Background: an optimization exercise with open tools, aiming at small area, a short achievable clock period and few clock cycles. Do not read the settings as production practice.
In this exercise RTL edits were held to simulation tests only and were not proved equivalent to the original.

==> flow/design.v, too long to show whole: its modules and the start of the top module <==
// module gemm_w1: 139 lines
// module gemm_b1: 14 lines
// module gemm_da_tab: 2502 lines
// module gemm_da_init: 52 lines
// module int8_gemm_kernel: 417 lines
module int8_gemm_kernel (
    input  wire        clk,
    input  wire        rst_n,
    input  wire        reg_valid,
    input  wire        reg_write,
    input  wire [3:0]  reg_addr,
    input  wire [31:0] reg_wdata,
    output reg  [31:0] reg_rdata,
    input  wire        rx_toggle,
    input  wire [7:0]  rx_data,
    output wire        irq
);
  // ...
==> flow/run.sh <==
#!/bin/bash
# synth_recipe.tcl (not shown) runs the flow's synth.tcl, then flattens the netlist and writes it again
# the make line also repeats each setting of config.mk as NAME=value (left out here)
make -C /OpenROAD-flow-scripts/flow DESIGN_CONFIG=/design/flow/config.mk WORK_HOME=/design/flow/orfs CLKGATE_MAP_FILE= SYNTH_SCRIPT=/design/flow/synth_recipe.tcl finish
==> flow/config.mk <==
export PLATFORM = sky130hd
export DESIGN_NAME = int8_gemm_kernel
export DESIGN_NICKNAME = int8_gemm_kernel
export VERILOG_FILES = /design/flow/design.v
export SDC_FILE = /design/flow/constraint.sdc
export NUM_CORES = 4
export LEC_CHECK = 0
export CAP_MARGIN = 20
export CORE_MARGIN = 2
export CORE_UTILIZATION = 35
export PLACE_DENSITY = 0.55
export SETUP_SLACK_MARGIN = 5
export SLEW_MARGIN = 20
export SYNTH_MEMORY_MAX_BITS = 131072
==> flow/constraint.sdc <==
create_clock -name core_clock -period 12.0 [get_ports {clk}]
set_input_delay 2.4000 -clock core_clock [delete_from_list [all_inputs] [get_ports {clk}]]
set_output_delay 2.4000 -clock core_clock [all_outputs]
set_load 0.01 [all_outputs]
==> implementation parameters, run 1 <==
Parameter                              Value

Global route
  Met1 Use GR ... 58.53%

Routing
  Highest routing layer actually used ... met5
  Wire length reported by the detailed router ... 776600 um

Die
  DIE HEIGHT ... 567.7 um

Status
  Outcome ... failed layout checks
  Layout checks that failed ..... capacitance limit, slew limit

Timing
  Min Hold Slack ... 0.4357 ns
  Worst setup slack after layout ... 4.737 ns
  Final number of max-transition violations ... 4
  Number of failing hold endpoints at the final stage ... 0

Finish
  Share of the final layout cell area in multi-input gates ... 56.19%
  Final standard cell count with taps included and fillers excluded ... 16964
  Buffers excl. clock ... 1135
  Dominant kind of cell by area ... multi-input combinational cells

Critical path
  CP Capture Point ... acc[12][16]$_DFFE_PP_

Job
  Number of violations of the max-capacitance limit ... 1

Min path
  Min-Delay Startpoint ... sync[1]$_DFF_PN0_

Yosys
  Commonest cells in the netlist ... nand2_1 (1327), nor2_1 (1186), inv_1 (1118)
  Area fraction in and, or, nand and nor cells after synthesis ... 13.64%
  Total standard cell area after synthesis ... 111200 sq um
  Library cell with the largest summed area after synthesis ... edfxtp_1
  Seq cells post-synth ... 1167

Placed design
  Count of placed standard cells including taps ... 15950

Clock tree
  Maximum clock insertion buffer count ... 4
Testbench counts, summed over its fixed seeds: cycles 4,352.
==> module int8_gemm_kernel, before the edit <==
module int8_gemm_kernel (
    input  wire        clk,
    input  wire        rst_n,
    input  wire        reg_valid,
    input  wire        reg_write,
    input  wire [3:0]  reg_addr,
    input  wire [31:0] reg_wdata,
    output reg  [31:0] reg_rdata,
    input  wire        rx_toggle,
    input  wire [7:0]  rx_data,
    output wire        irq
);
    localparam integer CAP      = 32;
    localparam integer ABUF_LEN = 16;
    localparam integer ACC_LEN  = 16;
    localparam integer AW       = 20;      
    localparam [31:0] ID_WORD  = 32'h49384731;
    localparam [31:0] CFG_WORD = 32'h03080020;
    localparam [31:0] LDIM1    = 32'h00100020;
    localparam [31:0] LDIM2    = 32'h00100010;
    localparam [31:0] LDIM3    = 32'h000A0010;
    localparam [3:0] A_ID = 4'd0, A_CFG = 4'd1, A_CTRL = 4'd2, A_STATUS = 4'd3,
                     A_CURSOR = 4'd4, A_CMD = 4'd5, A_RESULT = 4'd6,
                     A_MADDR = 4'd7, A_MDATA = 4'd8, A_LDIM1 = 4'd9,
                     A_LDIM2 = 4'd10, A_LDIM3 = 4'd11;
    localparam [3:0] E_ILLEGAL = 4'd1, E_SB_NOT_READY = 4'd2, E_LEN = 4'd3,
                     E_CMD_BUSY = 4'd4;
    reg [2:0]  ctrl;
    reg        ready, busy, done, err;
    reg [3:0]  errcode;
    reg [4:0]  cursor;
    reg [3:0]  result_idx;
    reg [15:0] maddr_index;
    reg [1:0]  maddr_space;
    reg        m_sb, m_abuf, m_acc;    
    reg [7:0]    sb   [0:CAP-1];
    reg [6:0]    abuf [0:ABUF_LEN-1];
    reg [AW-1:0] acc  [0:ACC_LEN-1];
    reg [AW-1:0] acc1 [0:ACC_LEN-1];
    reg [1:0]  sync;
    reg        rx_last;
    reg [1:0]  prime;
    reg        c_ill, c_gemm, c_req, c_arg, c_rel, c_src;
    reg [1:0]  c_layer;
    reg        dec;        
    reg        run23;      
    reg        runl1;      
    reg        runarg;     
    reg [1:0]  amph;       
    wire       am_ok = (amph == 2'd2);
    reg        xv;         
    reg [15:0] xb;         
    reg [2:0]  xbit;
    reg        first;      
    reg [2:0]  fb;         
    reg        fmore;      
    reg        iv;         
    reg [1:0]  istep;      
    reg [4:0]  ipos;
    reg [7:0]  ix;
    wire wr = reg_valid && reg_write;
    wire rd = reg_valid && !reg_write;
    wire wr_ctrl   = wr && (reg_addr == A_CTRL);
    wire wr_status = wr && (reg_addr == A_STATUS);
    wire wr_cmd    = wr && (reg_addr == A_CMD);
    wire wr_maddr  = wr && (reg_addr == A_MADDR);
    wire cmd_accept = wr_cmd && !busy;
    wire cmd_reject = wr_cmd &&  busy;
    wire sync_out   = sync[1];
    wire byte_event = (prime == 2'd0) && (sync_out != rx_last);
    wire byte_store = byte_event && !ready;
    wire byte_fill  = byte_store && (cursor == CAP - 1);
    always @(posedge clk or negedge rst_n) begin
        if (!rst_n) begin
            sync    <= 2'b00;
            rx_last <= 1'b0;
            prime   <= 2'd3;
        end else begin
            sync <= {sync[0], rx_toggle};
            if (prime != 2'd0) begin
                rx_last <= sync_out;
                prime   <= prime - 2'd1;
            end else if (sync_out != rx_last) begin
                rx_last <= sync_out;
            end
        end
    end
    always @(posedge clk or negedge rst_n) begin
        if (!rst_n)
            cursor <= 5'd0;
        else if (byte_store)
            cursor <= byte_fill ? 5'd0 : cursor + 5'd1;
    end
    always @(posedge clk) begin
        if (byte_store)
            sb[cursor] <= rx_data;
    end
    wire [3:0] w_op    = reg_wdata[3:0];
    wire [1:0] w_layer = reg_wdata[5:4];
    wire       w_src   = reg_wdata[6];
    reg w_ill;
    always @(*) begin
        if (|reg_wdata[31:7])
            w_ill = 1'b1;
        else case (w_op)
            4'h0, 4'h4: w_ill = (w_layer != 2'd0) || w_src;
            4'h1:       w_ill = (w_layer == 2'd0);
            4'h2, 4'h3: w_ill = (w_layer == 2'd0) || w_src;
            default:    w_ill = 1'b1;
        endcase
    end
    always @(posedge clk) begin
        if (cmd_accept) begin
            c_ill   <= w_ill;
            c_gemm  <= w_op == 4'h1;
            c_req   <= w_op == 4'h2;
            c_arg   <= w_op == 4'h3;
            c_rel   <= w_op == 4'h4;
            c_src   <= w_src;
            c_layer <= w_layer;
        end
    end
    wire e_ill  = c_ill;
    wire e_sb   = !c_ill && c_gemm && !c_src && !ready;
    wire e_len  = !c_ill && c_gemm && c_src && (c_layer == 2'd1);
    wire c_bad  = e_ill || e_sb || e_len;
    wire ok     = dec && !c_bad;
    wire ok_l1  = ok && c_gemm && (c_layer == 2'd1);
    wire ok_g23 = ok && c_gemm && (c_layer != 2'd1);
    wire ok_req = ok && c_req;
    wire ok_arg = (ok && c_arg || runarg) && am_ok;
    wire       i_on   = byte_store || iv;
    wire [1:0] i_step = iv ? istep : 2'd0;
    wire [4:0] i_pos  = iv ? ipos : cursor;
    wire       n_more = iv && (istep != 2'd3);
    wire [1:0] n_step = byte_store ? 2'd1 : n_more ? istep + 2'd1 : 2'd0;
    wire [4:0] n_pos  = (iv && !byte_store) ? ipos : cursor;
    wire [31:0]     w1;
    wire [4*AW-1:0] b1;
    reg  [31:0]     w1r;
    gemm_w1 u_w1 (.pos(n_pos), .step(n_step), .w(w1));
    gemm_b1 u_b1 (.step(i_step), .b(b1));
    reg signed [AW-1:0] ilane [0:3];
    integer l;
    always @(*) begin
        for (l = 0; l < 4; l = l + 1) begin
            if (i_pos == 5'd0)
                ilane[l] = b1[AW*l +: AW];
            else
                ilane[l] = acc1[{i_step, l[1:0]}];
            ilane[l] = ilane[l] + $signed(ix) * $signed(w1r[8*l +: 8]);
        end
    end
    always @(posedge clk or negedge rst_n) begin
        if (!rst_n) begin
            iv    <= 1'b0;
            istep <= 2'd0;
        end else if (byte_store) begin
            iv    <= 1'b1;
            istep <= 2'd1;
        end else if (iv) begin
            istep <= istep + 2'd1;
            if (istep == 2'd3)
                iv <= 1'b0;
        end
    end
    always @(posedge clk) begin
        if (sync[0] != sync[1])
            ix <= rx_data;
        if (byte_store)
            ipos <= cursor;
        w1r <= w1;
    end
    wire l3 = (c_layer == 2'd3);
    wire [16*4*10-1:0] tab;
    wire [16*AW-1:0]   q2;
    wire [15:0]        rb;
    gemm_da_tab  u_tab  (.l3(l3), .x(xb), .t(tab));
    gemm_da_init u_init (.l3(l3), .sb(!c_src), .bit_idx(xbit), .q2(q2), .rb(rb));
    wire g_run  = dec ? ok_g23 : run23;
    wire g_live = xv && g_run;
    wire g_last = g_live && (xbit == 3'd0);
    reg signed [AW-1:0] lane_sum [0:15];
    integer j;
    always @(*) begin
        for (j = 0; j < 16; j = j + 1) begin
            if (first)
                lane_sum[j] = q2[AW*j +: AW];
            else
                lane_sum[j] = {acc[j][AW-2:0], 1'b0};
            lane_sum[j] = lane_sum[j] + tab[40*j +: 10] + tab[40*j+10 +: 10]
                        + tab[40*j+20 +: 10] + tab[40*j+30 +: 10] + rb[j];
        end
    end
    function [15:0] plane(input src, input [2:0] b);
        integer i;
        for (i = 0; i < 16; i = i + 1)
            plane[i] = src ? abuf[i][b] : (sb[i][b] ^ (b == 3'd7));
    endfunction
    wire l1_copy = (ok_l1 || runl1) && !iv;
    function [6:0] req_f(input [AW-1:0] a);
        if (a[AW-1])
            req_f = 7'd0;
        else if (|a[AW-2:15])
            req_f = 7'd127;
        else
            req_f = a[14:8];
    endfunction
    reg [15:0] am16;
    reg [9:0]  am10;
    reg [15:0] e16;
    reg [9:0]  e10;
    reg [15:0] bv [0:6];
    integer k, bi;
    function [15:0] elim2(input [15:0] a, input [15:0] h, input [15:0] lo);
        reg x, y, z;
        begin
            x = |(a & h);
            y = |(a & h & lo);
            z = |(a & lo);
            elim2 = a & (h | {16{!x}}) & (lo | {16{!(x ? y : z)}});
        end
    endfunction
    function [15:0] elim1(input [15:0] a, input [15:0] h);
        elim1 = (|(a & h)) ? (a & h) : a;
    endfunction
    always @(*) begin
        for (bi = 0; bi < 7; bi = bi + 1) begin
            for (k = 0; k < 16; k = k + 1) begin
                case (amph)
                    2'd0:    bv[bi][k] = acc[k][AW-1-bi] ^ (bi == 0);
                    2'd1:    bv[bi][k] = acc[k][AW-8-bi];
                    default: bv[bi][k] = (bi < 6) ? acc[k][AW-15-bi] : 1'b1;
                endcase
            end
        end
        e16 = elim1(elim2(elim2(elim2(am16, bv[0], bv[1]), bv[2], bv[3]), bv[4], bv[5]), bv[6]);
        e10 = elim1(elim2(elim2(elim2({6'd0, am10}, bv[0], bv[1]), bv[2], bv[3]), bv[4], bv[5]), bv[6]);
    end
    function [3:0] first_set(input [15:0] v);
        integer q;
        begin
            first_set = 4'd0;
            for (q = 15; q >= 0; q = q - 1)
                if (v[q]) first_set = q;
        end
    endfunction
    wire [3:0] amax = l3 ? first_set({6'd0, e10}) : first_set(e16);
    wire acc_wr;
    always @(posedge clk or negedge rst_n) begin
        if (!rst_n) begin
            amph <= 2'd0;
            am16 <= 16'hffff;
            am10 <= 10'h3ff;
        end else if (acc_wr) begin
            amph <= 2'd0;
            am16 <= 16'hffff;
            am10 <= 10'h3ff;
        end else if (amph != 2'd2) begin
            amph <= amph + 2'd1;
            am16 <= e16;
            am10 <= e10;
        end
    end
    wire g_fetch = g_run && fmore;
    always @(posedge clk or negedge rst_n) begin
        if (!rst_n) begin
            dec   <= 1'b0;
            run23 <= 1'b0;
            runl1 <= 1'b0;
            runarg <= 1'b0;
            xv    <= 1'b0;
            fmore <= 1'b0;
        end else begin
            dec <= cmd_accept;
            if (ok_g23 && !g_last)
                run23 <= 1'b1;
            else if (g_last)
                run23 <= 1'b0;
            runl1 <= (ok_l1 || runl1) && !l1_copy;
            runarg <= (ok && c_arg || runarg) && !am_ok;
            if (cmd_accept) begin
                xv    <= 1'b1;
                fmore <= 1'b1;
            end else if (g_fetch) begin
                xv    <= 1'b1;
                fmore <= (fb != 3'd0);
            end else begin
                xv    <= 1'b0;
                fmore <= 1'b0;
            end
        end
    end
    always @(posedge clk) begin
        if (cmd_accept) begin
            xb   <= plane(w_src, w_src ? 3'd6 : 3'd7);
            xbit <= w_src ? 3'd6 : 3'd7;
            first <= 1'b1;
            fb   <= w_src ? 3'd5 : 3'd6;
        end else if (g_fetch) begin
            xb   <= plane(c_src, fb);
            xbit <= fb;
            first <= 1'b0;
            fb   <= fb - 3'd1;
        end
    end
    assign acc_wr = l1_copy || g_live;
    always @(posedge clk) begin
        for (j = 0; j < 16; j = j + 1) begin
            if (i_on && i_step == j / 4)
                acc1[j] <= ilane[j % 4];
            if (l1_copy)
                acc[j] <= acc1[j];
            else if (g_live && (j < 10 || !l3))
                acc[j] <= lane_sum[j];
            if (ok_req && (j < 10 || !l3))
                abuf[j] <= req_f(acc[j]);
        end
    end
    always @(posedge clk or negedge rst_n) begin
        if (!rst_n)
            result_idx <= 4'd0;
        else if (ok_arg)
            result_idx <= amax;
    end
    wire eng_err     = dec && c_bad;
    wire eng_done    = (ok && !c_gemm && !c_arg) || ok_arg || l1_copy || g_last;
    wire eng_release = ok && c_rel;
    wire [3:0] eng_code = e_ill ? E_ILLEGAL : e_sb ? E_SB_NOT_READY : E_LEN;
    reg        n_ready, n_busy, n_done, n_err;
    reg [3:0]  n_errcode;
    always @(*) begin
        n_ready   = ready;
        n_busy    = busy;
        n_done    = done;
        n_err     = err;
        n_errcode = errcode;
        if (wr_status) begin
            if (reg_wdata[2]) n_done = 1'b0;
            if (reg_wdata[3]) begin n_err = 1'b0; n_errcode = 4'd0; end
        end
        if (cmd_accept)
            n_busy = 1'b1;
        if (cmd_reject) begin
            if (!n_err) n_errcode = E_CMD_BUSY;
            n_err = 1'b1;
        end
        if (byte_fill)
            n_ready = 1'b1;
        if (eng_done) begin
            n_done = 1'b1;
            n_busy = 1'b0;
            if (eng_release) n_ready = 1'b0;
        end
        if (eng_err) begin
            if (!n_err) n_errcode = eng_code;
            n_err  = 1'b1;
            n_busy = 1'b0;
        end
    end
    always @(posedge clk or negedge rst_n) begin
        if (!rst_n) begin
            ready       <= 1'b0;
            busy        <= 1'b0;
            done        <= 1'b0;
            err         <= 1'b0;
            errcode     <= 4'd0;
            ctrl        <= 3'd0;
            maddr_index <= 16'd0;
            maddr_space <= 2'd0;
            m_sb        <= 1'b1;
            m_abuf      <= 1'b0;
            m_acc       <= 1'b0;
        end else begin
            ready   <= n_ready;
            busy    <= n_busy;
            done    <= n_done;
            err     <= n_err;
            errcode <= n_errcode;
            if (wr_ctrl)
                ctrl <= reg_wdata[2:0];
            if (wr_maddr) begin
                maddr_index <= reg_wdata[15:0];
                maddr_space <= reg_wdata[17:16];
                m_sb        <= reg_wdata[17:16] == 2'd0 && reg_wdata[15:5] == 11'd0;
                m_abuf      <= reg_wdata[17:16] == 2'd1 && reg_wdata[15:4] == 12'd0;
                m_acc       <= reg_wdata[17:16] == 2'd2 && reg_wdata[15:4] == 12'd0;
            end
        end
    end
    wire [7:0]    sb_sel   = sb[maddr_index[4:0]];
    wire [6:0]    abuf_sel = abuf[maddr_index[3:0]];
    wire [AW-1:0] acc_sel  = acc[maddr_index[3:0]];
    wire [31:0] mdata = ({32{m_sb}}   & {{24{sb_sel[7]}}, sb_sel})
                      | ({32{m_abuf}} & {25'd0, abuf_sel})
                      | ({32{m_acc}}  & {{(32-AW){acc_sel[AW-1]}}, acc_sel});
    always @(*) begin
        reg_rdata = 32'd0;
        if (rst_n && rd) begin
            case (reg_addr)
                A_ID:     reg_rdata = ID_WORD;
                A_CFG:    reg_rdata = CFG_WORD;
                A_CTRL:   reg_rdata = {29'd0, ctrl};
                A_STATUS: reg_rdata = {20'd0, errcode, 4'd0, err, done, busy, ready};
                A_CURSOR: reg_rdata = {27'd0, cursor};
                A_RESULT: reg_rdata = {28'd0, result_idx};
                A_MADDR:  reg_rdata = {14'd0, maddr_space, maddr_index};
                A_MDATA:  reg_rdata = mdata;
                A_LDIM1:  reg_rdata = LDIM1;
                A_LDIM2:  reg_rdata = LDIM2;
                A_LDIM3:  reg_rdata = LDIM3;
                default:  reg_rdata = 32'd0;
            endcase
        end
    end
    assign irq = (ready && ctrl[0]) || (done && ctrl[1]) || (err && ctrl[2]);
endmodule
==> inputs of run 2 (changes only) <==
--- a/flow/design.v
+++ b/flow/design.v
@@ -2766,4 +2766,5 @@
     reg [4:0]  ipos;
     reg [7:0]  ix;
+    reg [8:0]  inx;        
     wire wr = reg_valid && reg_write;
     wire rd = reg_valid && !reg_write;
@@ -2837,7 +2838,27 @@
     wire ok_req = ok && c_req;
     wire ok_arg = (ok && c_arg || runarg) && am_ok;
+    function [2*AW-1:0] csa(input [AW-1:0] a, input [AW-1:0] b, input [AW-1:0] c);
+        csa = {((a & b) | (a & c) | (b & c)) << 1, a ^ b ^ c};
+    endfunction
+    function [AW-1:0] cpa(input [AW-1:0] a, input [AW-1:0] b, input cin);
+        reg [AW-1:0] g, p, pp, cy;
+        integer lv, i, jj;
+        begin
+            g  = a & b;
+            p  = a ^ b;
+            pp = p;
+            g[0] = g[0] | (p[0] & cin);
+            for (lv = 0; (1 << lv) < AW; lv = lv + 1)
+                for (i = AW - 1; i >= 0; i = i - 1)
+                    if ((i >> lv) & 1) begin
+                        jj = ((i >> lv) << lv) - 1;
+                        g[i]  = g[i] | (pp[i] & g[jj]);
+                        pp[i] = pp[i] & pp[jj];
+                    end
+            cy  = {g[AW-2:0], cin};
+            cpa = p ^ cy;
+        end
+    endfunction
     wire       i_on   = byte_store || iv;
-    wire [1:0] i_step = iv ? istep : 2'd0;
-    wire [4:0] i_pos  = iv ? ipos : cursor;
     wire       n_more = iv && (istep != 2'd3);
     wire [1:0] n_step = byte_store ? 2'd1 : n_more ? istep + 2'd1 : 2'd0;
@@ -2845,16 +2866,46 @@
     wire [31:0]     w1;
     wire [4*AW-1:0] b1;
-    reg  [31:0]     w1r;
     gemm_w1 u_w1 (.pos(n_pos), .step(n_step), .w(w1));
-    gemm_b1 u_b1 (.step(i_step), .b(b1));
+    gemm_b1 u_b1 (.step(istep), .b(b1));
+    function [11:0] booth4(input [7:0] w);
+        integer q;
+        reg [2:0] t;
+        begin
+            for (q = 0; q < 4; q = q + 1) begin
+                t = {w[2*q+1], w[2*q], (q == 0) ? 1'b0 : w[2*q-1]};
+                booth4[3*q+2] = t[2] && !(t[1] && t[0]);
+                booth4[3*q+1] = (t == 3'b011) || (t == 3'b100);
+                booth4[3*q]   = t[1] ^ t[0];
+            end
+        end
+    endfunction
+    reg [47:0] w1r;        
+    reg        ifirst;     
+    reg        cur0;       
     reg signed [AW-1:0] ilane [0:3];
-    integer l;
+    reg [AW-1:0] xp, xn, pr0, pr1, pr2, pr3, bs, m;
+    reg [2*AW-1:0] c1, c2, c3;
+    reg [2:0] dg;
+    integer l, q;
     always @(*) begin
+        xp = {{(AW-8){ix[7]}}, ix};
+        xn = {{(AW-9){inx[8]}}, inx};
         for (l = 0; l < 4; l = l + 1) begin
-            if (i_pos == 5'd0)
-                ilane[l] = b1[AW*l +: AW];
-            else
-                ilane[l] = acc1[{i_step, l[1:0]}];
-            ilane[l] = ilane[l] + $signed(ix) * $signed(w1r[8*l +: 8]);
+            for (q = 0; q < 4; q = q + 1) begin
+                dg = w1r[12*l+3*q +: 3];
+                m  = dg[2] ? ((dg[0] ? xn : 0) | (dg[1] ? xn << 1 : 0))
+                           : ((dg[0] ? xp : 0) | (dg[1] ? xp << 1 : 0));
+                case (q)
+                    0: pr0 = m;
+                    1: pr1 = m << 2;
+                    2: pr2 = m << 4;
+                    3: pr3 = m << 6;
+                endcase
+            end
+            bs = (iv ? ifirst : cur0) ? b1[AW*l +: AW] : acc1[{istep, l[1:0]}];
+            c1 = csa(pr0, pr1, pr2);
+            c2 = csa(c1[AW-1:0], c1[2*AW-1:AW], pr3);
+            c3 = csa(c2[AW-1:0], c2[2*AW-1:AW], bs);
+            ilane[l] = cpa(c3[AW-1:0], c3[2*AW-1:AW], 1'b0);
         end
     end
@@ -2863,19 +2914,28 @@
             iv    <= 1'b0;
             istep <= 2'd0;
-        end else if (byte_store) begin
-            iv    <= 1'b1;
-            istep <= 2'd1;
-        end else if (iv) begin
-            istep <= istep + 2'd1;
-            if (istep == 2'd3)
-                iv <= 1'b0;
+            cur0  <= 1'b1;
+        end else begin
+            if (byte_store) begin
+                iv    <= 1'b1;
+                istep <= 2'd1;
+                cur0  <= byte_fill;
+            end else if (iv) begin
+                istep <= istep + 2'd1;
+                if (istep == 2'd3)
+                    iv <= 1'b0;
+            end
         end
     end
     always @(posedge clk) begin
-        if (sync[0] != sync[1])
-            ix <= rx_data;
-        if (byte_store)
-            ipos <= cursor;
-        w1r <= w1;
+        if (sync[0] != sync[1]) begin
+            ix  <= rx_data;
+            inx <= -{rx_data[7], rx_data};
+        end
+        if (byte_store) begin
+            ipos   <= cursor;
+            ifirst <= cur0;
+        end
+        for (l = 0; l < 4; l = l + 1)
+            w1r[12*l +: 12] <= booth4(w1[8*l +: 8]);
     end
     wire l3 = (c_layer == 2'd3);
@@ -2888,14 +2948,19 @@
     wire g_live = xv && g_run;
     wire g_last = g_live && (xbit == 3'd0);
-    reg signed [AW-1:0] lane_sum [0:15];
+    reg [AW-1:0] lane_sum [0:15];
+    reg [AW-1:0] d0, d1, d2, d3, db;
+    reg [2*AW-1:0] e1, e2, e3;
     integer j;
     always @(*) begin
         for (j = 0; j < 16; j = j + 1) begin
-            if (first)
-                lane_sum[j] = q2[AW*j +: AW];
-            else
-                lane_sum[j] = {acc[j][AW-2:0], 1'b0};
-            lane_sum[j] = lane_sum[j] + tab[40*j +: 10] + tab[40*j+10 +: 10]
-                        + tab[40*j+20 +: 10] + tab[40*j+30 +: 10] + rb[j];
+            d0 = tab[40*j +: 10];
+            d1 = tab[40*j+10 +: 10];
+            d2 = tab[40*j+20 +: 10];
+            d3 = tab[40*j+30 +: 10];
+            db = first ? q2[AW*j +: AW] : {acc[j][AW-2:0], 1'b0};
+            e1 = csa(d0, d1, d2);
+            e2 = csa(e1[AW-1:0], e1[2*AW-1:AW], d3);
+            e3 = csa(e2[AW-1:0], e2[2*AW-1:AW], db);
+            lane_sum[j] = cpa(e3[AW-1:0], e3[2*AW-1:AW], rb[j]);
         end
     end
@@ -2916,8 +2981,4 @@
     reg [15:0] am16;
     reg [9:0]  am10;
-    reg [15:0] e16;
-    reg [9:0]  e10;
-    reg [15:0] bv [0:6];
-    integer k, bi;
     function [15:0] elim2(input [15:0] a, input [15:0] h, input [15:0] lo);
         reg x, y, z;
@@ -2932,17 +2993,20 @@
         elim1 = (|(a & h)) ? (a & h) : a;
     endfunction
-    always @(*) begin
-        for (bi = 0; bi < 7; bi = bi + 1) begin
-            for (k = 0; k < 16; k = k + 1) begin
-                case (amph)
-                    2'd0:    bv[bi][k] = acc[k][AW-1-bi] ^ (bi == 0);
-                    2'd1:    bv[bi][k] = acc[k][AW-8-bi];
-                    default: bv[bi][k] = (bi < 6) ? acc[k][AW-15-bi] : 1'b1;
-                endcase
-            end
-        end
-        e16 = elim1(elim2(elim2(elim2(am16, bv[0], bv[1]), bv[2], bv[3]), bv[4], bv[5]), bv[6]);
-        e10 = elim1(elim2(elim2(elim2({6'd0, am10}, bv[0], bv[1]), bv[2], bv[3]), bv[4], bv[5]), bv[6]);
-    end
+    reg [15:0] bv [0:AW-1];
+    integer k, bi;
+    always @(*)
+        for (bi = 0; bi < AW; bi = bi + 1)
+            for (k = 0; k < 16; k = k + 1)
+                bv[bi][k] = acc[k][bi] ^ (bi == AW - 1);
+    wire [15:0] g0_16 = elim1(elim2(elim2(elim2(16'hffff, bv[19], bv[18]), bv[17], bv[16]),
+                                    bv[15], bv[14]), bv[13]);
+    wire [15:0] g0_10 = elim1(elim2(elim2(elim2(16'h03ff, bv[19], bv[18]), bv[17], bv[16]),
+                                    bv[15], bv[14]), bv[13]);
+    wire [15:0] g1_16 = elim1(elim2(elim2(elim2(am16, bv[12], bv[11]), bv[10], bv[9]),
+                                    bv[8], bv[7]), bv[6]);
+    wire [15:0] g1_10 = elim1(elim2(elim2(elim2({6'd0, am10}, bv[12], bv[11]), bv[10], bv[9]),
+                                    bv[8], bv[7]), bv[6]);
+    wire [15:0] e16   = elim2(elim2(elim2(am16, bv[5], bv[4]), bv[3], bv[2]), bv[1], bv[0]);
+    wire [15:0] e10   = elim2(elim2(elim2({6'd0, am10}, bv[5], bv[4]), bv[3], bv[2]), bv[1], bv[0]);
     function [3:0] first_set(input [15:0] v);
         integer q;
@@ -2953,5 +3017,5 @@
         end
     endfunction
-    wire [3:0] amax = l3 ? first_set({6'd0, e10}) : first_set(e16);
+    wire [3:0] amax = l3 ? first_set({6'd0, e10[9:0]}) : first_set(e16);
     wire acc_wr;
     always @(posedge clk or negedge rst_n) begin
@@ -2966,6 +3030,6 @@
         end else if (amph != 2'd2) begin
             amph <= amph + 2'd1;
-            am16 <= e16;
-            am10 <= e10;
+            am16 <= (amph == 2'd0) ? g0_16 : g1_16;
+            am10 <= (amph == 2'd0) ? g0_10[9:0] : g1_10[9:0];
         end
     end
@@ -3015,5 +3079,5 @@
     always @(posedge clk) begin
         for (j = 0; j < 16; j = j + 1) begin
-            if (i_on && i_step == j / 4)
+            if (i_on && istep == j / 4)
                 acc1[j] <= ilane[j % 4];
             if (l1_copy)
--- a/flow/config.mk
+++ b/flow/config.mk
@@ -6,9 +6,9 @@
 export NUM_CORES = 4
 export LEC_CHECK = 0
-export CAP_MARGIN = 20
+export CAP_MARGIN = 30
 export CORE_MARGIN = 2
 export CORE_UTILIZATION = 35
 export PLACE_DENSITY = 0.55
 export SETUP_SLACK_MARGIN = 5
-export SLEW_MARGIN = 20
+export SLEW_MARGIN = 30
 export SYNTH_MEMORY_MAX_BITS = 131072
==> run 2 against run 1 <==
- clock skew grew 0.031 ns
- critical path type unchanged
- the run now finishes clean
- critical path depth shrank 4
- maximum frequency shrank 0.66%
==> implementation parameters, run 2 <==
Parameter                              Value

Critical path
  Worst reg2reg path startpoint ... xb[13]$_DFFE_PP_ (was xb[8]$_DFFE_PP_)
  Worst reg2reg endpoint ... acc[5][18]$_DFFE_PN_ (was acc[12][16]$_DFFE_PP_)
  Worst path slowest cell ... o21ai_0 (was fa_1)
  Most repeated library cell on the critical path ... inv_1 (was buf_4)
  Maximum net fanout on the critical path ... 9 (was 5)
  Endpoint type of the worst setup path ... flip-flop (unchanged)
  Worst EP arrival ... 7.86 ns (was 7.85 ns)
  Beginning of the critical path ... xb[13]$_DFFE_PP_ (was xb[8]$_DFFE_PP_)
  Worst setup path category ... reg -> reg (unchanged)
  WP data required ... 12.55 ns (was 12.58 ns)
  Crit start category ... flip-flop (unchanged)
  R2R Setup Slk ... 4.69 ns (was 4.74 ns)
  Worst r2r path cells ... 25 (was 29)
  CP max stage delay ... 0.87 ns (was 0.84 ns)

Global route
  Combined global-route utilization of all metal layers ... 45.56% (was 46.55%)
  Largest net degree at the start of global routing ... 141 (was 194)
  First-pass GRT wire length ... 993700 um (was 1004000 um)
  GRT Residual Overflow ... 0 (unchanged)
  Number of global-route vias before repair ... 104527 (was 104786)
  Initial antenna violation count ... 76 (was 100)

Yosys
  Gate count after technology mapping ... 12496 (was 12211)
  Number of enable-type register cells in the synthesized netlist ... 1060 (was 1051)
  Cell with the most instances after synthesis ... nand2_1 (unchanged)
  Area fraction in and, or, nand and nor cells after synthesis ... 14.30% (was 13.64%)
  Mux share of post-synthesis cell area ... 4.220% (was 3.744%)
  Number of nets in the synthesized netlist ... 13782 (was 13727)
  Total standard cell area after synthesis ... 111700 sq um (was 111200 sq um)
  FFs w/ async S/R, synth ... 7.041% (was 7.112%)
  Seq cells post-synth ... 1193 (was 1167)
  Dominant combinational cell family by area after synthesis ... compound AO/OA/AOI/OAI gates (was adder cells)
  Leading register cell type out of synthesis ... edfxtp_1 (unchanged)
  Commonest cells in the netlist ... nand2_1 (1318), nor2_1 (1277), edfxtp_1 (1060) (was nand2_1 (1327), nor2_1 (1186), inv_1 (1118))
  Synth top area cells ... edfxtp_1 (28%), fa_1 (12%), ha_1 (6.5%) (was edfxtp_1 (28%), fa_1 (15%), ha_1 (7.4%))
  Ys Warns ... 11 (unchanged)
  Compound-Gate Fraction of Synth Area ... 23.10% (was 20.40%)
  Post-Syn Area per Cell ... 8.940 sq um (was 9.107 sq um)
  Area share of xor/xnor cells in the synthesized design ... 1.835% (was 2.465%)
  Netlist cell types ... 99 (was 92)
  Fraction of synthesized cell area taken by the top area cell type ... 28.49% (was 28.38%)
  Fraction of the yosys area taken by sequential cells ... 31.29% (was 30.87%)
  Adder-cell share of the synthesized area ... 18.30% (was 22.00%)
  Library cell with the largest summed area after synthesis ... edfxtp_1 (unchanged)

Min path
  Hold path endpoint ... sync[1]$_DFF_PN0_ (was rx_last$_DFFE_PN0P_)
  Min-Delay Startpoint ... sync[0]$_DFF_PN0_ (was sync[1]$_DFF_PN0_)
  Classification of the worst-slack hold path ... reg -> reg (unchanged)
  Cell depth of the worst min-delay path ... 0 (unchanged)

Timing
  Worst-case clock skew ... 0.09726 ns (was 0.06664 ns)
  Count of final setup violators ... 0 (unchanged)
  Rel. slew slack ... 13.47% (was -1.170%)
  Final worst-path cycle share ... 60.93% (was 60.53%)
  Final worst path period need ... 7.312 ns (was 7.263 ns)
  Setup repair after global routing missed its margin ... true (unchanged)
  Number of failing hold endpoints at the final stage ... 0 (unchanged)
  Worst Max-Slew Pin Slew ... 1.298 ns (was 1.507 ns)
  Total negative setup slack ... 0 ns (unchanged)
  Final number of max-transition violations ... 0 (was 4)
  Max Clk Rate ... 136.8 MHz (was 137.7 MHz)

Finish
  Final net count ... 13742 (was 14148)
  Most frequent cells in the layout ... nand2_1 (1274), nor2_1 (1167), edfxtp_1 (1060), inv_1 (912), a21oi_1 (800) (was nand2_1 (1252), nor2_1 (1104), edfxtp_1 (1051), inv_1 (1008), buf_4 (809))
  P&R area growth vs syn ... 17.40% (was 24.07%)
  Most common cell after layout, fill and taps aside ... nand2_1 (unchanged)
  Cell area after layout ... 131200 sq um (was 138000 sq um)
  Top Registers ... acc1: 320 flops, acc: 320 flops, sb: 256 flops (unchanged)
  Final standard cell count with taps included and fillers excluded ... 16817 (was 16964)
  Fraction of final layout cells sized beyond drive strength 1 ... 17.26% (was 23.08%)

Routing
  DRT antenna net count ... 0 (unchanged)
  Residual DRC ... 0 (unchanged)
  Detailed Route Iter0 Violations ... 20778 (was 19860)
  Avg WL per Cell ... 45.59 um (was 45.78 um)
  Number of iterations in the first detailed-routing pass ... 13 (was 9)
  Wire length reported by the detailed router ... 766800 um (was 776600 um)
  Vias after detailed routing ... 114816 (was 112887)
  Average vias per placed instance ... 6.827 (was 6.655)

Clock tree
  Cell at the root of the clock tree ... clkbuf_16 (unchanged)
  Worst-path clk slew ... 0.07 ns (was 0.06 ns)
  H-tree depth ... 4 (unchanged)
  CTS tree ... built (unchanged)
  Latest clock arrival within the worst-skew pair ... 0.87 ns (was 0.91 ns)
  Inserted Clock Buffers ... 151 (unchanged)
  Maximum clock insertion buffer count ... 4 (unchanged)
  Sinks on the clock net ... 1193 (was 1167)

Die
  Area of the placeable core ... 317800 sq um (was 315500 sq um)
  Number of rows in the core area ... 207 (was 206)
  DIE HEIGHT ... 569.0 um (was 567.7 um)
  Top-Level Pins ... 82 (unchanged)
  Die width ... 569.0 um (was 567.7 um)
  Die area ... 323700 sq um (was 322200 sq um)
  Initial cell density of the core ... 35.15% (was 35.25%)

Placed design
  Final weighted congestion in routability-driven placement ... 1.109 (was 1.140)
  Cell area after placement ... 118100 sq um (was 117300 sq um)
  Detail Placement HPWL ... 598900 um (was 603300 um)
  Count of placed standard cells including taps ... 16126 (was 15950)
  PortBufs ... 81 (unchanged)

Job
  Number of violations of the max-capacitance limit ... 0 (was 1)

Status
  Outcome ... no timing/DRC/antenna violations (was failed layout checks)
-- run 2: logic make-up after synthesis --
| logic type | Yosys count |
|---|---|
| multiplexers | 268 |
| adder cells (fa/ha/maj) | 1237 |
| XOR/XNOR | 234 |
| buffers and inverters | 2046 |
| AND/OR/NAND/NOR | 3651 |
| flip-flops | 1193 |
| AO/OA/AOI/OAI | 3867 |
-- run 2: metal layers --
layer  GRT usage (%)  vias to the layer above  part of all wire [%]
li1                -                    45346                     -
met1           63.14                    58450                    41
met2           58.60                     9394                    38
met3           21.99                     1578                    16
met4           20.12                       48                   5.4
met5          0.9371                        -                  0.15
-- run 2: area by class of cell --
class                      count  area (sq um)
inverter                     964          3729
timing repair buffer         883          8642
multi-input combinational   9261         73640
clock buffer                 190          4050
clock inverter                74         703.2
tap                         4180          5230
timing repair inverter         2         20.02
antenna                       70         175.2
fill                       31778        186600
sequential                  1193         34970
-- run 2: worst max path at each step --
stage	slack, ns	depth (start not counted)	end
2_1_floorplan	5.02	32	acc[9][18]$_DFFE_PN_
3_3_place_gp	2.56	30	acc[9][18]$_DFFE_PN_
3_5_place_dp	2.44	28	acc[9][19]$_DFFE_PN_
4_1_cts	4.87	34	acc[3][17]$_DFFE_PN_
5_1_grt	4.62	32	acc[9][19]$_DFFE_PN_
6_report	4.69	25	acc[5][18]$_DFFE_PN_
-- run 2: stage by stage --
step | setup WS, ns | utilization, % | hold slack, ns
finish | 4.688 | 41.27 | 0.3928
floorplan | 5.024 | - | 0.3715
global route | 4.616 | 41.23 | 0.4053
CTS | 4.866 | 40.33 | 0.3956
detailed placement | 2.444 | 37.17 | 0.3817
global placement | 2.559 | 37.04 | 0.3750
-- run 2: critical path, delay by kind of cell, from the launching register on --
family	cells	cell delay, ns
buffers and inverters	4	0.65
adders and majority gates	5	2.30
AOI/OAI and AO/OA	9	2.64
and+or+nand+nor	7	1.01
DFF	1	0.42
-- run 2: repair_timing --
action	4_1_cts	5_1_grt
endpoints found under the hold margin	0	0
pin swaps	143	173
gates resized for setup	769	331
setup buffers	202	121
hold buffers	0	0
endpoints found under the setup margin	322	231
cloned	17	14
Testbench counts of run 2, summed over its fixed seeds: cycles 4,352.
==> inputs of run 3 (changes only) <==
--- a/flow/design.v
+++ b/flow/design.v
@@ -2903,5 +2903,5 @@
                 endcase
             end
-            bs = (iv ? ifirst : cur0) ? b1[AW*l +: AW] : acc1[{istep, l[1:0]}];
+            bs = (iv ? ifirst : cur0) ? b1[AW*l +: AW] : acc1[l];
             c1 = csa(pr0, pr1, pr2);
             c2 = csa(c1[AW-1:0], c1[2*AW-1:AW], pr3);
@@ -3079,6 +3079,6 @@
     always @(posedge clk) begin
         for (j = 0; j < 16; j = j + 1) begin
-            if (i_on && istep == j / 4)
-                acc1[j] <= ilane[j % 4];
+            if (i_on)
+                acc1[j] <= (j >= 12) ? ilane[j % 4] : acc1[j + 4];
             if (l1_copy)
                 acc[j] <= acc1[j];
--- a/flow/config.mk
+++ b/flow/config.mk
@@ -13,2 +13,3 @@
 export SLEW_MARGIN = 30
 export SYNTH_MEMORY_MAX_BITS = 131072
+export TNS_END_PERCENT = 20
==> run 3 against run 2 <==
- worst setup slack improved by 0.021 ns
- clock-buffer cell count is 1 lower
- area after synthesis is 1.8% lower
- register-to-register slack improved by 0.02 ns
- first-iteration DRC count decreased by 3.7%
- synthesized cell count is 2.6% lower
- sequential share of layout area grew 0.73 points
- maximum frequency increased by 0.28%
- critical path type unchanged
==> implementation parameters, run 3 <==
Parameter                              Value

Timing
  Final number of max-transition violations ... 0 (unchanged)
  Max Clk Rate ... 137.2 MHz (was 136.8 MHz)
  Worst setup slack after layout ... 4.709 ns (was 4.688 ns)
  Final worst-path cycle share ... 60.76% (was 60.93%)
  Worst-case clock skew ... 0.08258 ns (was 0.09726 ns)
  Count of final setup violators ... 0 (unchanged)
  Final worst path period need ... 7.291 ns (was 7.312 ns)
  Number of failing hold endpoints at the final stage ... 0 (unchanged)
  Worst Max-Slew Pin Slew ... 1.186 ns (was 1.298 ns)
  Total negative setup slack ... 0 ns (unchanged)
  Rel. slew slack ... 20.96% (was 13.47%)
  Setup repair after global routing missed its margin ... true (unchanged)

Die
  Top-Level Pins ... 82 (unchanged)
  Number of rows in the core area ... 205 (was 207)
  Die area ... 317800 sq um (was 323700 sq um)
  Area of the placeable core ... 311900 sq um (was 317800 sq um)
  DIE HEIGHT ... 563.7 um (was 569.0 um)
  Die width ... 563.7 um (was 569.0 um)
  Initial cell density of the core ... 35.16% (was 35.15%)

Yosys
  Gate count after technology mapping ... 12174 (was 12496)
  Synth top area cells ... edfxtp_1 (29%), fa_1 (12%), ha_1 (6.4%) (was edfxtp_1 (28%), fa_1 (12%), ha_1 (6.5%))
  Number of nets in the synthesized netlist ... 13448 (was 13782)
  Fraction of the yosys area taken by sequential cells ... 31.87% (was 31.29%)
  Total standard cell area after synthesis ... 109700 sq um (was 111700 sq um)
  Library cell with the largest summed area after synthesis ... edfxtp_1 (unchanged)
  Netlist cell types ... 104 (was 99)
  Commonest cells in the netlist ... nor2_1 (1302), nand2_1 (1267), edfxtp_1 (1060) (was nand2_1 (1318), nor2_1 (1277), edfxtp_1 (1060))
  FFs w/ async S/R, synth ... 7.041% (unchanged)
  Number of enable-type register cells in the synthesized netlist ... 1060 (unchanged)
  Ys Warns ... 11 (unchanged)
  Fraction of synthesized cell area taken by the top area cell type ... 29.03% (was 28.49%)
  Post-Syn Area per Cell ... 9.007 sq um (was 8.940 sq um)
  Seq cells post-synth ... 1193 (unchanged)
  Cell with the most instances after synthesis ... nor2_1 (was nand2_1)
  Leading register cell type out of synthesis ... edfxtp_1 (unchanged)

Min path
  Min-Delay Startpoint ... acc1[5][8]$_DFFE_PP_ (was sync[0]$_DFF_PN0_)
  Classification of the worst-slack hold path ... reg -> reg (unchanged)
  Hold path endpoint ... acc1[1][8]$_DFFE_PP_ (was sync[1]$_DFF_PN0_)
  Cell depth of the worst min-delay path ... 0 (unchanged)

Critical path
  Worst setup path category ... reg -> reg (unchanged)
  Worst reg2reg path startpoint ... xb[9]$_DFFE_PP_ (was xb[13]$_DFFE_PP_)
  R2R Setup Slk ... 4.71 ns (was 4.69 ns)
  Crit start category ... flip-flop (unchanged)
  Family with the most delay on the worst path ... adder cells (was compound AO/OA/AOI/OAI gates)
  Count of buffer and inverter cells on the critical path ... 3 (was 4)
  Worst reg2reg endpoint ... acc[2][17]$_DFFE_PN_ (was acc[5][18]$_DFFE_PN_)
  Maximum net fanout on the critical path ... 14 (was 9)
  CP max stage delay ... 0.78 ns (was 0.87 ns)
  Endpoint type of the worst setup path ... flip-flop (unchanged)
  WP data required ... 12.56 ns (was 12.55 ns)
  Worst r2r path cells ... 27 (was 25)
  Worst EP arrival ... 7.85 ns (was 7.86 ns)
  Worst path slowest cell ... fa_1 (was o21ai_0)

Finish
  Total of fill cells in the finished design ... 31449 (was 31778)
  Area occupied by multi-input gates ... 71370 sq um (was 73640 sq um)
  Final net count ... 13363 (was 13742)
  Top Registers ... acc1: 320 flops, acc: 320 flops, sb: 256 flops (unchanged)
  Post-layout utilization of the core ... 40.93% (was 41.27%)
  P&R area growth vs syn ... 16.42% (was 17.40%)
  Fraction of final layout cells sized beyond drive strength 1 ... 16.13% (was 17.26%)
  Final standard cell count with taps included and fillers excluded ... 16423 (was 16817)
  Most frequent cells in the layout ... nand2_1 (1219), nor2_1 (1195), edfxtp_1 (1060), inv_1 (898), o21ai_0 (752) (was nand2_1 (1274), nor2_1 (1167), edfxtp_1 (1060), inv_1 (912), a21oi_1 (800))
  Most common cell after layout, fill and taps aside ... nand2_1 (unchanged)
  Area used by sequential logic in the layout ... 34970 sq um (about the same)

Placed design
  PortBufs ... 81 (unchanged)
  DP Worst Slack ... 2.257 ns (was 2.444 ns)
  Detail Placement HPWL ... 508200 um (was 598900 um)
  Count of placed standard cells including taps ... 15737 (was 16126)
  Final weighted congestion in routability-driven placement ... 1.131 (was 1.109)

Routing
  Detailed Route Iter0 Violations ... 20014 (was 20778)
  Vias after detailed routing ... 108977 (was 114816)
  Avg WL per Cell ... 40.40 um (was 45.59 um)
  Average vias per placed instance ... 6.636 (was 6.827)
  Wire length reported by the detailed router ... 663500 um (was 766800 um)
  Residual DRC ... 0 (unchanged)
  DRT antenna net count ... 0 (unchanged)
  Number of iterations in the first detailed-routing pass ... 12 (was 13)

Global route
  Combined global-route utilization of all metal layers ... 40.35% (was 45.56%)
  Number of global-route vias before repair ... 100161 (was 104527)
  GRT Residual Overflow ... 0 (unchanged)
  Largest net degree at the start of global routing ... 190 (was 141)
  Initial antenna violation count ... 74 (was 76)
  First-pass GRT wire length ... 883100 um (was 993700 um)

Clock tree
  Sinks on the clock net ... 1193 (unchanged)
  Latest clock arrival within the worst-skew pair ... 0.88 ns (was 0.87 ns)
  Inserted Clock Buffers ... 151 (unchanged)
  Cell at the root of the clock tree ... clkbuf_16 (unchanged)
  Maximum clock insertion buffer count ... 4 (unchanged)
  H-tree depth ... 4 (unchanged)
  CTS tree ... built (unchanged)
  Worst-path clk slew ... 0.07 ns (about the same)

Job
  Number of violations of the max-capacitance limit ... 0 (unchanged)

Status
  Outcome ... no timing/DRC/antenna violations (unchanged)
-- run 3: metal layers --
| layer | vias to the layer above | track usage [%] | part of all wire [%] |
|---|---|---|---|
| li1 | 43970 | - | - |
| met1 | 54242 | 52.84 | 38 |
| met2 | 8804 | 54.52 | 39 |
| met3 | 1920 | 17.82 | 16 |
| met4 | 41 | 23.31 | 7.5 |
| met5 | - | 0 | 0.066 |
-- run 3: stage by stage --
stage | cell area, sq um | hold slack [ns]
finish | 127700 | 0.3925
global route | 127600 | 0.4109
CTS | 125500 | 0.3832
detailed placement | 115000 | 0.3925
global placement | 114800 | 0.3939
floorplan | 109700 | 0.3715
-- run 3: worst max-delay path by stage --
stage | start | end | slack (ns) | depth (start not counted)
floorplan | c_layer[0]$_DFFE_PP_ | acc[0][0]$_DFFE_PN_ | 3.87 | 10
global placement | xb[1]$_DFFE_PP_ | acc[9][18]$_DFFE_PN_ | 2.42 | 29
detailed placement | xb[1]$_DFFE_PP_ | acc[7][18]$_DFFE_PN_ | 2.26 | 29
CTS | xb[9]$_DFFE_PP_ | acc[2][17]$_DFFE_PN_ | 4.81 | 31
global route | xb[9]$_DFFE_PP_ | acc[11][18]$_DFFE_PP_ | 4.65 | 28
finish | xb[9]$_DFFE_PP_ | acc[2][17]$_DFFE_PN_ | 4.71 | 27
-- run 3: what timing repair did --
item,CTS,global route
resized for setup,817,198
setup buffers,199,112
gates cloned,20,6
endpoints found under the setup margin,271,166
pin swaps,118,122
endpoints found under the hold margin,0,0
hold buffers,0,0
-- run 3: layout make-up --
type,instances,share of cell area (%)
antenna,80,0.1568
clock buffer,189,3.177
clock inverter,78,0.7370
inverter,942,2.835
multi-input combinational,9032,55.91
sequential,1193,27.39
tap,4140,4.057
timing repair buffer,767,5.726
timing repair inverter,2,0.01372
-- run 3: logic make-up (layout without fill, tap and decap cells) --
group           after synthesis  after routing  share of synthesized area [%]
flops                      1193           1193                          31.87
xor+xnor                    222            222                          1.773
mux                         263            264                          4.202
buf+inv                    1956           1978                          6.832
simple gates               3597           3602                          14.32
other cells                   0             80                              0
fa+ha+maj                  1226           1226                          18.51
compound gates             3717           3718                          22.49
Testbench counts of run 3, summed over its fixed seeds: cycles 4,352.
==> inputs of run 4 (changes only) <==
--- a/flow/design.v
+++ b/flow/design.v
@@ -2948,7 +2948,31 @@
     wire g_live = xv && g_run;
     wire g_last = g_live && (xbit == 3'd0);
+    localparam integer LW = 13;
+    function [2*LW-1:0] csa13(input [LW-1:0] a, input [LW-1:0] b, input [LW-1:0] c);
+        csa13 = {((a & b) | (a & c) | (b & c)) << 1, a ^ b ^ c};
+    endfunction
+    function [LW-1:0] cpa13(input [LW-1:0] a, input [LW-1:0] b, input cin);
+        reg [LW-1:0] g, p, pp, cy;
+        integer lv, i, jj;
+        begin
+            g  = a & b;
+            p  = a ^ b;
+            pp = p;
+            g[0] = g[0] | (p[0] & cin);
+            for (lv = 0; (1 << lv) < LW; lv = lv + 1)
+                for (i = LW - 1; i >= 0; i = i - 1)
+                    if ((i >> lv) & 1) begin
+                        jj = ((i >> lv) << lv) - 1;
+                        g[i]  = g[i] | (pp[i] & g[jj]);
+                        pp[i] = pp[i] & pp[jj];
+                    end
+            cy    = {g[LW-2:0], cin};
+            cpa13 = p ^ cy;
+        end
+    endfunction
     reg [AW-1:0] lane_sum [0:15];
-    reg [AW-1:0] d0, d1, d2, d3, db;
-    reg [2*AW-1:0] e1, e2, e3;
+    reg [LW-1:0] d0, d1, d2, d3, dl, lo;
+    reg [AW-13:0] dh, dh1;
+    reg [2*LW-1:0] e1, e2, e3;
     integer j;
     always @(*) begin
@@ -2958,9 +2982,12 @@
             d2 = tab[40*j+20 +: 10];
             d3 = tab[40*j+30 +: 10];
-            db = first ? q2[AW*j +: AW] : {acc[j][AW-2:0], 1'b0};
-            e1 = csa(d0, d1, d2);
-            e2 = csa(e1[AW-1:0], e1[2*AW-1:AW], d3);
-            e3 = csa(e2[AW-1:0], e2[2*AW-1:AW], db);
-            lane_sum[j] = cpa(e3[AW-1:0], e3[2*AW-1:AW], rb[j]);
+            dl = first ? {1'b0, q2[AW*j +: 12]} : {1'b0, acc[j][10:0], 1'b0};
+            dh = first ? q2[AW*j+12 +: AW-12] : acc[j][AW-2:11];
+            dh1 = dh + 1'b1;
+            e1 = csa13(d0, d1, d2);
+            e2 = csa13(e1[LW-1:0], e1[2*LW-1:LW], d3);
+            e3 = csa13(e2[LW-1:0], e2[2*LW-1:LW], dl);
+            lo = cpa13(e3[LW-1:0], e3[2*LW-1:LW], rb[j]);
+            lane_sum[j] = {lo[12] ? dh1 : dh, lo[11:0]};
         end
     end
==> run 4 against run 3 <==
- sequential share of layout area grew 0.20 points
- maximum frequency grew 0.17%
- highest routed layer unchanged
- core utilization shrank 0.34 points
- still clean
- final cell count is essentially flat
- first-iteration DRC count grew 3.8%
- worst setup slack gained 0.013 ns
- design area shrank 0.74%
- clock-buffer cell count shrank 1
- via count grew 1.1%
- routed wire length shrank 2.9%
==> implementation parameters, run 4 <==
Parameter                              Value

Die
  Top-Level Pins ... 82 (unchanged)
  Die area ... 318500 sq um (was 317800 sq um)
  Number of rows in the core area ... 205 (unchanged)
  Die width ... 564.3 um (was 563.7 um)
  Initial cell density of the core ... 35.20% (was 35.16%)
  DIE HEIGHT ... 564.3 um (was 563.7 um)
  Area of the placeable core ... 312200 sq um (was 311900 sq um)

Timing
  Final worst path period need ... 7.278 ns (was 7.291 ns)
  Number of failing hold endpoints at the final stage ... 0 (unchanged)
  Final number of max-transition violations ... 0 (unchanged)
  Max Clk Rate ... 137.4 MHz (was 137.2 MHz)
  Worst Max-Slew Pin Slew ... 1.254 ns (was 1.186 ns)
  Worst-case clock skew ... 0.1051 ns (was 0.08258 ns)
  Setup repair after global routing missed its margin ... true (unchanged)
  Final worst-path cycle share ... 60.65% (was 60.76%)
  Min Hold Slack ... 0.3924 ns (was 0.3925 ns)
  Total negative setup slack ... 0 ns (unchanged)
  Rel. slew slack ... 16.02% (was 20.96%)
  Count of final setup violators ... 0 (unchanged)

Yosys
  Synth top area cells ... edfxtp_1 (29%), fa_1 (12%), ha_1 (6.5%) (was edfxtp_1 (29%), fa_1 (12%), ha_1 (6.4%))
  Adder-cell share of the synthesized area ... 18.50% (was 18.51%)
  FFs w/ async S/R, synth ... 7.041% (unchanged)
  Netlist cell types ... 100 (was 104)
  Total standard cell area after synthesis ... 109900 sq um (was 109700 sq um)
  Area fraction in and, or, nand and nor cells after synthesis ... 14.41% (was 14.32%)
  Fraction of synthesized cell area taken by the top area cell type ... 28.97% (was 29.03%)
  Gate count after technology mapping ... 12299 (was 12174)
  Number of nets in the synthesized netlist ... 13576 (was 13448)
  Commonest cells in the netlist ... nand2_1 (1307), nor2_1 (1264), edfxtp_1 (1060) (was nor2_1 (1302), nand2_1 (1267), edfxtp_1 (1060))
  Fraction of the yosys area taken by sequential cells ... 31.80% (was 31.87%)
  Mux share of post-synthesis cell area ... 4.091% (was 4.202%)
  Seq cells post-synth ... 1193 (unchanged)
  Post-Syn Area per Cell ... 8.935 sq um (was 9.007 sq um)
  Number of enable-type register cells in the synthesized netlist ... 1060 (unchanged)
  Dominant combinational cell family by area after synthesis ... compound AO/OA/AOI/OAI gates (unchanged)
  Library cell with the largest summed area after synthesis ... edfxtp_1 (unchanged)
  Ys Warns ... 11 (unchanged)
  Compound-Gate Fraction of Synth Area ... 22.40% (was 22.49%)
  Leading register cell type out of synthesis ... edfxtp_1 (unchanged)
  Area share of xor/xnor cells in the synthesized design ... 1.897% (was 1.773%)
  Cell with the most instances after synthesis ... nand2_1 (was nor2_1)

Finish
  Top Registers ... acc1: 320 flops, acc: 320 flops, sb: 256 flops (unchanged)
  Most common cell after layout, fill and taps aside ... nand2_1 (unchanged)
  Area occupied by multi-input gates ... 70970 sq um (was 71370 sq um)
  Post-layout utilization of the core ... 40.60% (was 40.93%)
  Final net count ... 13388 (was 13363)
  Most frequent cells in the layout ... nand2_1 (1268), nor2_1 (1185), edfxtp_1 (1060), inv_1 (910), a21oi_1 (756) (was nand2_1 (1219), nor2_1 (1195), edfxtp_1 (1060), inv_1 (898), o21ai_0 (752))
  Fraction of final layout cells sized beyond drive strength 1 ... 14.70% (was 16.13%)
  Area used by sequential logic in the layout ... 34960 sq um (was 34970 sq um)
  P&R area growth vs syn ... 15.32% (was 16.42%)
  Total of fill cells in the finished design ... 31030 (was 31449)

Placed design
  PortBufs ... 81 (unchanged)
  Final weighted congestion in routability-driven placement ... 1.163 (was 1.131)
  Detail Placement HPWL ... 484700 um (was 508200 um)

Global route
  Combined global-route utilization of all metal layers ... 38.75% (was 40.35%)
  GRT Residual Overflow ... 0 (unchanged)
  First-pass GRT wire length ... 854800 um (was 883100 um)
  Largest net degree at the start of global routing ... 196 (was 190)
  Initial antenna violation count ... 62 (was 74)
  Number of global-route vias before repair ... 98747 (was 100161)

Routing
  Residual DRC ... 0 (unchanged)
  Highest routing layer actually used ... met5 (unchanged)
  Average vias per placed instance ... 6.701 (was 6.636)
  Wire length reported by the detailed router ... 644400 um (was 663500 um)
  Number of iterations in the first detailed-routing pass ... 11 (was 12)
  Avg WL per Cell ... 39.21 um (was 40.40 um)
  Vias after detailed routing ... 110122 (was 108977)
  DRT antenna net count ... 0 (unchanged)
  WL met1 ... 240400 um (was 252500 um)
  Met3 Wirelength ... 104300 um (was 103500 um)
  Detailed Route Iter0 Violations ... 20768 (was 20014)
  Routed length on met2 ... 249900 um (was 257600 um)

Critical path
  Crit start category ... flip-flop (unchanged)
  Worst EP arrival ... 7.85 ns (about the same)
  Maximum net fanout on the critical path ... 13 (was 14)
  Endpoint type of the worst setup path ... flip-flop (unchanged)
  Worst setup path category ... reg -> reg (unchanged)
  Worst reg2reg path startpoint ... xb[9]$_DFFE_PP_ (unchanged)
  WP data required ... 12.57 ns (was 12.56 ns)
  Beginning of the critical path ... xb[9]$_DFFE_PP_ (unchanged)

Min path
  Min-Delay Startpoint ... sync[0]$_DFF_PN0_ (was acc1[5][8]$_DFFE_PP_)
  Classification of the worst-slack hold path ... reg -> reg (unchanged)

Status
  Outcome ... no timing/DRC/antenna violations (unchanged)

Clock tree
  H-tree depth ... 4 (unchanged)
  Inserted Clock Buffers ... 153 (was 151)
  Latest clock arrival within the worst-skew pair ... 0.86 ns (was 0.88 ns)
  Maximum clock insertion buffer count ... 4 (unchanged)
  Worst-path clk slew ... 0.07 ns (about the same)
  Sinks on the clock net ... 1193 (unchanged)
  Cell at the root of the clock tree ... clkbuf_16 (unchanged)
  CTS tree ... built (unchanged)

Job
  Number of violations of the max-capacitance limit ... 0 (unchanged)
run 4: changes by cell type in the layout (fill, tap and decap cells not counted), moves of 18 or more:
cell	before	now
xor2_1	123	84
o21a_1	121	97
nand3_1	207	250
buf_4	582	496
o22ai_1	57	83
and3_1	57	34
a22oi_1	345	324
o21ai_2	30	64
mux4_2	150	132
xnor2_1	92	146
a31oi_1	97	121
a21oi_1	735	756
nand2_1	1219	1268
mux2i_1	37	72
run 4: what timing repair did:
item / CTS / global route
hold buffers: 0 / 0
setup endpoints to repair: 274 / 169
buffers inserted: 145 / 102
pin swaps: 70 / 108
gates resized for setup: 644 / 308
gates cloned: 19 / 13
run 4: cells by family (layout without fill, tap and decap cells):
logic type,after synthesis,count (layout)
other cells,0,72
buf+inv,1989,1909
flops,1193,1193
simple gates,3628,3629
xor+xnor,238,238
mux,276,276
compound gates,3747,3748
fa+ha+maj,1228,1228
run 4: stage by stage:
stage,setup slack [ns],std cells,instance area (sq um)
2_1_floorplan,4.746,12299,109900
3_3_place_gp,2.515,15810,114800
3_5_place_dp,2.518,15815,115000
4_1_cts,4.832,16244,123900
5_1_grt,4.819,16406,126700
6_report,4.722,16433,126700
run 4: path summary, 6_finish.rpt:
check | end | slack, ns | depth (start not counted)
max | acc[12][18]$_DFFE_PP_ | 4.72 | 24
min | sync[1]$_DFF_PN0_ | 0.39 | 0
max reg2reg | acc[12][18]$_DFFE_PP_ | 4.72 | 24
min reg2reg | sync[1]$_DFF_PN0_ | 0.39 | 0
max in group asynchronous | sync[0]$_DFF_PN0_ | 9.27 | 2
min in group asynchronous | maddr_index[15]$_DFFE_PN0P_ | 1.47 | 1
run 4: layout make-up:
cell class / instances / area share (%)
Multi-Input combinational cell: 9119 / 56.01
Sequential cell: 1193 / 27.59
Timing Repair Buffer: 694 / 5.493
Tap cell: 4140 / 4.088
Clock buffer: 188 / 3.208
Inverter: 947 / 2.906
Clock inverter: 77 / 0.5500
Antenna cell: 72 / 0.1422
Timing Repair inverter: 3 / 0.01777
run 4: critical path, stage by stage (launching register included):
cell      delay [ns]
edfxtp_1        0.41
clkinv_4        0.19
ha_2            0.34
nand2b_2        0.30
o211ai_1        1.01
fa_1            0.60
fa_1            0.49
inv_2           0.20
fa_1            0.45
ha_1            0.31
a21o_2          0.30
a21o_1          0.22
a21oi_2         0.18
nor2b_1         0.08
o21ai_1         0.16
nand2b_1        0.14
a21o_1          0.23
a21oi_4         0.23
nor2b_1         0.09
o21a_1          0.26
o21ai_1         0.27
or2_2           0.20
nor2_1          0.05
o32ai_1         0.21
a21oi_1         0.10
run 4: per-layer routing:
| layer | up-vias | GRT usage [%] |
|---|---|---|
| met3 | 2029 | 17.32 |
| li1 | 44081 | - |
| met4 | 40 | 22.81 |
| met2 | 9735 | 52.18 |
| met5 | - | 0.1042 |
| met1 | 54237 | 50.58 |
Testbench counts of run 4, summed over its fixed seeds: cycles 4,352.

what the ideal ports hide:
Ports are ideal in the flow. The routed layouts listed here were re-timed in OpenROAD. Step 1 assumes that a clkbuf_16 drives the clock port and a buf_2 every other input. Step 2 adds t to the input delays and takes it off the output delays; t is the mean of the earliest and latest rising clock arrival at the registers after step 1. Input paths then give back, and output paths get back, about the clock's delay inside the block. Three values: ideal ports, drivers, drivers and shift; two values: the first two.
run | t (ns) | slack for setup (ns) | worst setup path at the end | latest minus earliest clock arrival (ns) | worst slew at a driven data input, ns
run 1 | 0.992 | 4.737 / 4.737 / 4.737 | register to register | 0.067 / 0.067 | 0.12
run 2 | 0.925 | 4.688 / 4.688 / 4.688 | register to register | 0.098 / 0.098 | 0.12
run 3 | 0.934 | 4.709 / 4.709 / 4.709 | register to register | 0.085 / 0.084 | 0.07
run 4 | 0.926 | 4.722 / 4.722 / 4.722 | register to register | 0.127 / 0.127 | 0.07
